This design comes from an exercise in tuning for small area, a short achievable clock period and few clock cycles on the open sky130 flow, not from production work. At most, simulation tests tie the RTL to the original design; equivalence was not proved. The clock port is modelled as an ideal driver, which makes a skipped or thinned clock tree look cheaper than it is; a real chip needs a root buffer or a tree. No activity file was given, so power comes from the tool's default toggle rates.

==> flow/design.v <==
module daly_rx (
    input  wire        clk,
    input  wire        rst,
    input  wire        start_valid,
    output wire        start_ready,
    input  wire [7:0]  start_cmd,
    input  wire [7:0]  start_n,
    input  wire        start_w2,
    input  wire [7:0]  start_count,
    input  wire        rx_valid,
    output wire        rx_ready,
    input  wire [7:0]  rx_data,
    input  wire        rx_last,
    input  wire        rx_ctl,
    output wire        item_valid,
    input  wire        item_ready,
    output wire [15:0] item_data,
    output wire        log_valid,
    output wire        log_kind,
    output wire [7:0]  log_a,
    output wire [7:0]  log_b,
    output wire        done,
    output wire [7:0]  done_frames,
    output wire [7:0]  done_items,
    output wire [2:0]  done_detail
);
    localparam D_NONE      = 3'd0;
    localparam D_READ_ERR  = 3'd1;
    localparam D_NO_DATA   = 3'd2;
    localparam D_SHORT     = 3'd3;
    localparam D_CHECKSUM  = 3'd4;
    localparam D_COMMAND   = 3'd5;
    reg        sr;             
    reg        rdy;            
    reg        rx_on;          
    reg        done_r;
    reg        emit;           
    reg [2:0]  ij;             
    reg        inc_e;          
    reg [7:0]  x_cmd;
    reg        x_w2;
    reg [7:0]  rem;            
    reg [7:0]  nleft;          
    reg [3:0]  bc;             
    reg [7:0]  sum;            
    reg        cmd_ok;
    reg [7:0]  idx;            
    reg [7:0]  pb [0:6];       
    reg [15:0] itm;            
    reg [7:0]  frames;
    reg [7:0]  series;
    reg [7:0]  eidx;           
    reg [2:0]  detail;
    reg        log_v;
    reg        log_k;
    assign start_ready = sr;
    assign rx_ready    = rdy;
    assign item_valid  = emit;
    assign item_data   = itm;
    assign log_valid   = log_v;
    assign log_kind    = log_k;
    assign log_a       = eidx;
    assign log_b       = idx;
    assign done        = done_r;
    assign done_frames = frames;
    assign done_items  = series;
    assign done_detail = detail;
    wire start_take = start_valid && sr;
    wire take  = rx_valid && rdy;
    wire dbeat = take && !rx_ctl;
    wire cbeat = take && rx_ctl;
    wire b12   = (bc == 4'd12);
    wire fin_slot = dbeat && b12;
    wire short = dbeat && !b12 && rx_last;
    wire eq    = (rx_data == sum);
    wire more  = (rem != 8'd0);
    wire okf   = fin_slot && eq && cmd_ok;
    wire lk    = okf && more;
    wire mm    = (idx != eidx);
    wire emit_take = emit && item_ready;
    wire last_item = (rem == 8'd1) || (ij == (x_w2 ? 3'd2 : 3'd6));
    wire emit_n    = lk || (emit && !(item_ready && last_item));
    wire rx_on_n   = rx_on && !(cbeat || short || (fin_slot && nleft == 8'd1));
    wire fin_n     = !rx_on_n && !emit_n;
    wire [3:0] freed = x_w2 ? {ij, 1'b1} : {1'b0, ij};
    wire [3:0] bc1   = bc + 4'd1;
    wire stall_t = emit && !b12 && (bc1 >= 4'd5) && (bc1 - 4'd5 > freed);
    wire stall_h = emit && (bc >= 4'd5) && (bc - 4'd5 > freed);
    wire stall_n = dbeat ? stall_t : stall_h;
    wire [2:0] sel = emit ? ij + 3'd1 : 3'd0;
    wire [2:0] sel2 = {sel[1:0], 1'b0};
    wire [15:0] item_sel = x_w2 ? {pb[sel2], pb[sel2 + 3'd1]}
                                : {{8{pb[sel][7]}}, pb[sel]};
    always @(posedge clk) begin
        if (dbeat) begin
            sum <= (bc == 4'd0 ? 8'd0 : sum) + rx_data;
            if (bc == 4'd2)
                cmd_ok <= (rx_data == x_cmd);
            if (bc == 4'd4)
                idx <= rx_data;
            if (bc >= 4'd5 && bc <= 4'd11)
                pb[bc - 4'd5] <= rx_data;
            bc <= b12 ? 4'd0 : bc1;
        end
        if (!emit || item_ready)
            itm <= item_sel;
        if (inc_e)
            eidx <= eidx + 8'd1;
        if (emit_take) begin
            series <= series + 8'd1;
            rem    <= rem - 8'd1;
            ij     <= ij + 3'd1;
        end
        if (lk)
            ij <= 3'd0;
        if (cbeat)
            detail <= rx_data[0] ? D_READ_ERR : D_NO_DATA;
        if (fin_slot) begin
            nleft <= nleft - 8'd1;
            log_k <= 1'b1;
            if (!eq)
                detail <= D_CHECKSUM;
            else if (!cmd_ok)
                detail <= D_COMMAND;
            else
                frames <= frames + 8'd1;
        end
        if (short) begin
            detail <= D_SHORT;
            log_k  <= 1'b0;
            eidx   <= {4'd0, bc1};
            idx    <= 8'd0;
        end
        if (start_take) begin
            x_cmd  <= start_cmd;
            x_w2   <= start_w2;
            rem    <= start_count;
            nleft  <= start_n;
            bc     <= 4'd0;
            frames <= 8'd0;
            series <= 8'd0;
            eidx   <= 8'd1;
            detail <= D_NONE;
        end
    end
    always @(posedge clk) begin
        if (rst) begin
            sr     <= 1'b1;
            rdy    <= 1'b0;
            rx_on  <= 1'b0;
            emit   <= 1'b0;
            done_r <= 1'b0;
            log_v  <= 1'b0;
            inc_e  <= 1'b0;
        end else begin
            log_v <= short || (lk && mm);
            inc_e <= lk;
            if (start_take) begin
                sr     <= (start_n == 8'd0);
                rdy    <= (start_n != 8'd0);
                rx_on  <= (start_n != 8'd0);
                emit   <= 1'b0;
                done_r <= (start_n == 8'd0);
            end else if (!sr) begin
                rx_on  <= rx_on_n;
                rdy    <= rx_on_n && !stall_n;
                emit   <= emit_n;
                done_r <= fin_n;
                sr     <= fin_n;
            end else begin
                done_r <= 1'b0;
            end
        end
    end
endmodule
clock: 6.5 ns
lec_check: 0
cap_margin: 20
core_margin: 2
core_utilization: 40
place_density: 0.6
setup_slack_margin: 4.3
slew_margin: 20
run.sh (not shown) runs the stock make flow with config.mk's settings and CLKGATE_MAP_FILE= SYNTH_SCRIPT=/design/flow/synth_recipe.tcl, a recipe that flattens the netlist after the stock synthesis.
Next try:
- SETUP_SLACK_MARGIN: 4.3 -> not set
What happened: The new run completed with no timing, DRC or antenna violations. Cell area went down by about 18%. First-iteration DRC count came out higher by 11%. Die area does not change.
Next try:
- ABC_CLOCK_PERIOD_IN_PS: not set -> 2000
- SETUP_SLACK_MARGIN: not set -> 4.3
After rerunning: Register-to-register slack gets better by 1.0 ns. Sequential power barely changes. Global-route usage climbs by 1.3 points. Die area does not change. Power climbs by a few percent. Utilization climbs by 11 points. Design area climbs by about a fifth.
Next try:
- ABC_CLOCK_PERIOD_IN_PS: 2000 -> not set
- SETUP_SLACK_MARGIN: 4.3 -> 3.8
Effect:
- The new run finished with timing, DRC and antenna clean
- first-iteration DRC count went up by 0.98%
- final area decreases by 15%
- area after synthesis does not change
- clock power increases by about 0.6%
Function was not checked in any run of this note: the RTL went through the layout flow alone.

---

Setup of S:
Another version of the RTL of daly_rx (not shown whole).
Size: about 710 cells after synthesis, ~97 I/O pins, about 7800 µm² of cells after synthesis.
==> flow/config.mk <==
export PLATFORM = sky130hd
export DESIGN_NAME = daly_rx
export DESIGN_NICKNAME = daly_rx
export VERILOG_FILES = /design/flow/design.v
export SDC_FILE = /design/flow/constraint.sdc
export NUM_CORES = 4
export LEC_CHECK = 0
export CAP_MARGIN = 20
export CORE_MARGIN = 2
export CORE_UTILIZATION = 55
export PLACE_DENSITY = 0.65
export SETUP_SLACK_MARGIN = 4.25
export SLEW_MARGIN = 20
==> flow/constraint.sdc <==
create_clock -name core_clock -period 6.5 [get_ports {clk}]
set_input_delay 1.3000 -clock core_clock [delete_from_list [all_inputs] [get_ports {clk}]]
set_output_delay 1.3000 -clock core_clock [all_outputs]
set_load 0.01 [all_outputs]
standard.sh (not shown) runs the stock make flow with config.mk's settings and CLKGATE_MAP_FILE= SYNTH_SCRIPT=/design/flow/synth_recipe.tcl, a recipe that flattens the netlist after the stock synthesis.
==> flow/flow/run.sh <==
#!/bin/bash
# Standard ORFS layout, with plain buffers on the ports, no dummy clock loads
# and larger sink clusters.
set -euo pipefail
export BUFFER_PORTS_ARGS="-buffer_cell sky130_fd_sc_hd__buf_2"
export CTS_ARGS="-sink_clustering_enable -repair_clock_nets -dont_use_dummy_load -sink_clustering_size 40 -sink_clustering_max_diameter 120 -buf_list sky130_fd_sc_hd__clkbuf_8"
bash standard.sh > standard.log 2>&1
S: done, clean on timing, DRC and antenna
What R does differently from S at the input level:
- an added ABC_AREA of 1
--- outcome ---
- Of R and S, it is R that has the lower internal power.
- Between S and R, worst setup slack after placement is lower for R, S comes in above that.
- Taking S as the reference, in R die area now larger, core utilization of the finished layout fell 0.36 points.
- Number of buffer and inverter instances along the worst setup path delta for R relative to S: 1 lower
- S → R: total wirelength of the detailed-routed design rose by 1.2 mm; layout overhead on the synthesized area lower; post-route cell area was more or less identical.
No run of this note included a check of the RTL's function; only the layout flow was run.

---

## old
daly_rx, a different RTL version from the one above (not shown whole).
Size in the first run: about 840 cells after synthesis, roughly 170 flip-flops, about 97 I/O pins, ~8000 sq um of cells after synthesis.
export LEC_CHECK = 0
export ABC_AREA = 1
export CAP_MARGIN = 20
export CORE_MARGIN = 2
export CORE_UTILIZATION = 65
export PLACE_DENSITY = 0.72
export SETUP_SLACK_MARGIN = 4.4
export SLEW_MARGIN = 20
create_clock -name core_clock -period 6.5 [get_ports {clk}]
==> flow/flow/run.sh <==
#!/bin/bash
# The standard ORFS layout, with two changes: the ports get plain buf_2
# buffers, and the clock tree is built by hand (flow/manual_cts_inv.tcl, run as
# ORFS's PRE_CTS hook) as two levels of clkinv_16 inverters.
set -euo pipefail
here=$(cd "$(dirname "${BASH_SOURCE[0]}")" && pwd)
export BUFFER_PORTS_ARGS="-buffer_cell sky130_fd_sc_hd__buf_2"
export PRE_CTS_TCL="$here/manual_cts_inv.tcl"
bash standard.sh > standard.log 2>&1
Other scripts of this flow, unchanged in this note and not shown: flow/flow/manual_cts_inv.tcl
Every stage of the flow completed for old, and the final layout passed the timing, DRC and antenna checks.
Testbench counts of old, summed over its fixed seeds: cycles 56,088.
Edits applied to the flow inputs when going from old to new:
- changing CORE_UTILIZATION from 65 to 45
- changing PLACE_DENSITY from 0.72 to 0.6
Findings:
Taking old as the reference, in new wire length reported by the detailed router saw a decrease; global-route met1 utilization went down; die area up 43%; sum of negative setup slack flat.
old has higher share of the final layout cell area in sequential cells than new.
No run of this note takes its clock network from TritonCTS; it comes from the design's own scripts or RTL.

---

== cedar ==
daly_rx, a different RTL version from the one above (not shown whole).
Size in the first run: about 840 cells after synthesis, about 97 I/O pins, roughly 8000 µm² of cells after synthesis.
## daly_rx
module daly_rx (
    input  wire        clk,
    input  wire        rst,
    input  wire        start_valid,
    output wire        start_ready,
    input  wire [7:0]  start_cmd,
    input  wire [7:0]  start_n,
    input  wire        start_w2,
    input  wire [7:0]  start_count,
    input  wire        rx_valid,
    output wire        rx_ready,
    input  wire [7:0]  rx_data,
    input  wire        rx_last,
    input  wire        rx_ctl,
    output wire        item_valid,
    input  wire        item_ready,
    output wire [15:0] item_data,
    output wire        log_valid,
    output wire        log_kind,
    output wire [7:0]  log_a,
    output wire [7:0]  log_b,
    output wire        done,
    output wire [7:0]  done_frames,
    output wire [7:0]  done_items,
    output wire [2:0]  done_detail
);
    localparam D_NONE      = 3'd0;
    localparam D_READ_ERR  = 3'd1;
    localparam D_NO_DATA   = 3'd2;
    localparam D_SHORT     = 3'd3;
    localparam D_CHECKSUM  = 3'd4;
    localparam D_COMMAND   = 3'd5;
    reg        sr;             
    reg        rdy;            
    reg        rx_on;          
  ...
Settings: LEC_CHECK=0, ABC_AREA=1, CAP_MARGIN=20, CORE_MARGIN=2, CORE_UTILIZATION=55, PLACE_DENSITY=0.65, SETUP_SLACK_MARGIN=4.4, SLEW_MARGIN=20; clock period 6.5 ns.
==> flow/flow/run.sh <==
#!/bin/bash
# The standard ORFS layout, with two changes: the ports get plain buf_2
# buffers, and the clock tree is built by hand (flow/manual_cts.tcl, run as
# ORFS's PRE_CTS hook) as two levels of clkbuf_16 buffers.
set -euo pipefail
here=$(cd "$(dirname "${BASH_SOURCE[0]}")" && pwd)
export BUFFER_PORTS_ARGS="-buffer_cell sky130_fd_sc_hd__buf_2"
export PRE_CTS_TCL="$here/manual_cts.tcl"
bash standard.sh > standard.log 2>&1
Other scripts of this flow, unchanged in this note and not shown: flow/flow/manual_cts.tcl
Testbench counts of cedar, summed over its fixed seeds: cycles 56,088.
For pine, these inputs were changed with respect to cedar:
- changing SETUP_SLACK_MARGIN from 4.4 to 4.2
### Flow results
pine reached the final stage; the timing, DRC and antenna checks on its layout passed.
Relative to cedar, final standard cell area without fillers has decreased by about 8% in pine.
Compared with cedar, in pine peak fanout along the critical path saw an increase, share of power burned in registers saw an increase, number of global-route vias before repair saw a decrease.
On number of post-CTS setup repair buffers, the higher figure sits with cedar, not pine.
Taking cedar as the reference, in pine worst-case headroom to the max-slew limit fell 4.0 points, minimum setup slack in the final design shows a reduction of 0.15 ns, part of the power in combinational logic saw a decrease.
In every run of this note, the design's own scripts or RTL, not TritonCTS, make the clock network.

[static timing again, ports no longer ideal]
Ports are ideal in the flow. The routed layouts listed here were re-timed in OpenROAD. Step 1 assumes that a clkbuf_16 drives the clock port and a buf_2 every other input. Step 2 adds t to the input delays and takes it off the output delays; t is the mean of the earliest and latest rising clock arrival at the registers after step 1. Input paths then give back, and output paths get back, about the clock's delay inside the block. a / b / c = ideal / step 1 / step 2; a / b = the first two.
run | t (ns) | setup WS [ns] | worst slew at a driven data input, ns | pins driven straight from the clock port
the first run of note 1 | 0.470 | 4.049 / 4.042 / 3.572 | 0.07 | 1
the second run of note 1 | 0.464 | 2.919 / 2.921 / 2.457 | 0.05 | 1
the third run of note 1 | 0.470 | 4.049 / 4.042 / 3.572 | 0.07 | 1
the fourth run of note 1 | 0.472 | 3.789 / 3.787 / 3.335 | 0.04 | 1
S | 0.481 | 4.187 / 4.187 / 3.805 | 0.04 | 1
R | 0.485 | 4.242 / 4.203 / 3.829 | 0.04 | 1
old | 0.343 | 4.358 / 4.226 / 4.202 | 0.05 | 4
new | 0.349 | 4.372 / 4.254 / 4.215 | 0.05 | 4
cedar | 0.366 | 4.394 / 4.303 / 4.165 | 0.03 | 4
pine | 0.364 | 4.245 / 4.154 / 4.044 | 0.04 | 4
After both steps every run listed still meets setup and hold.
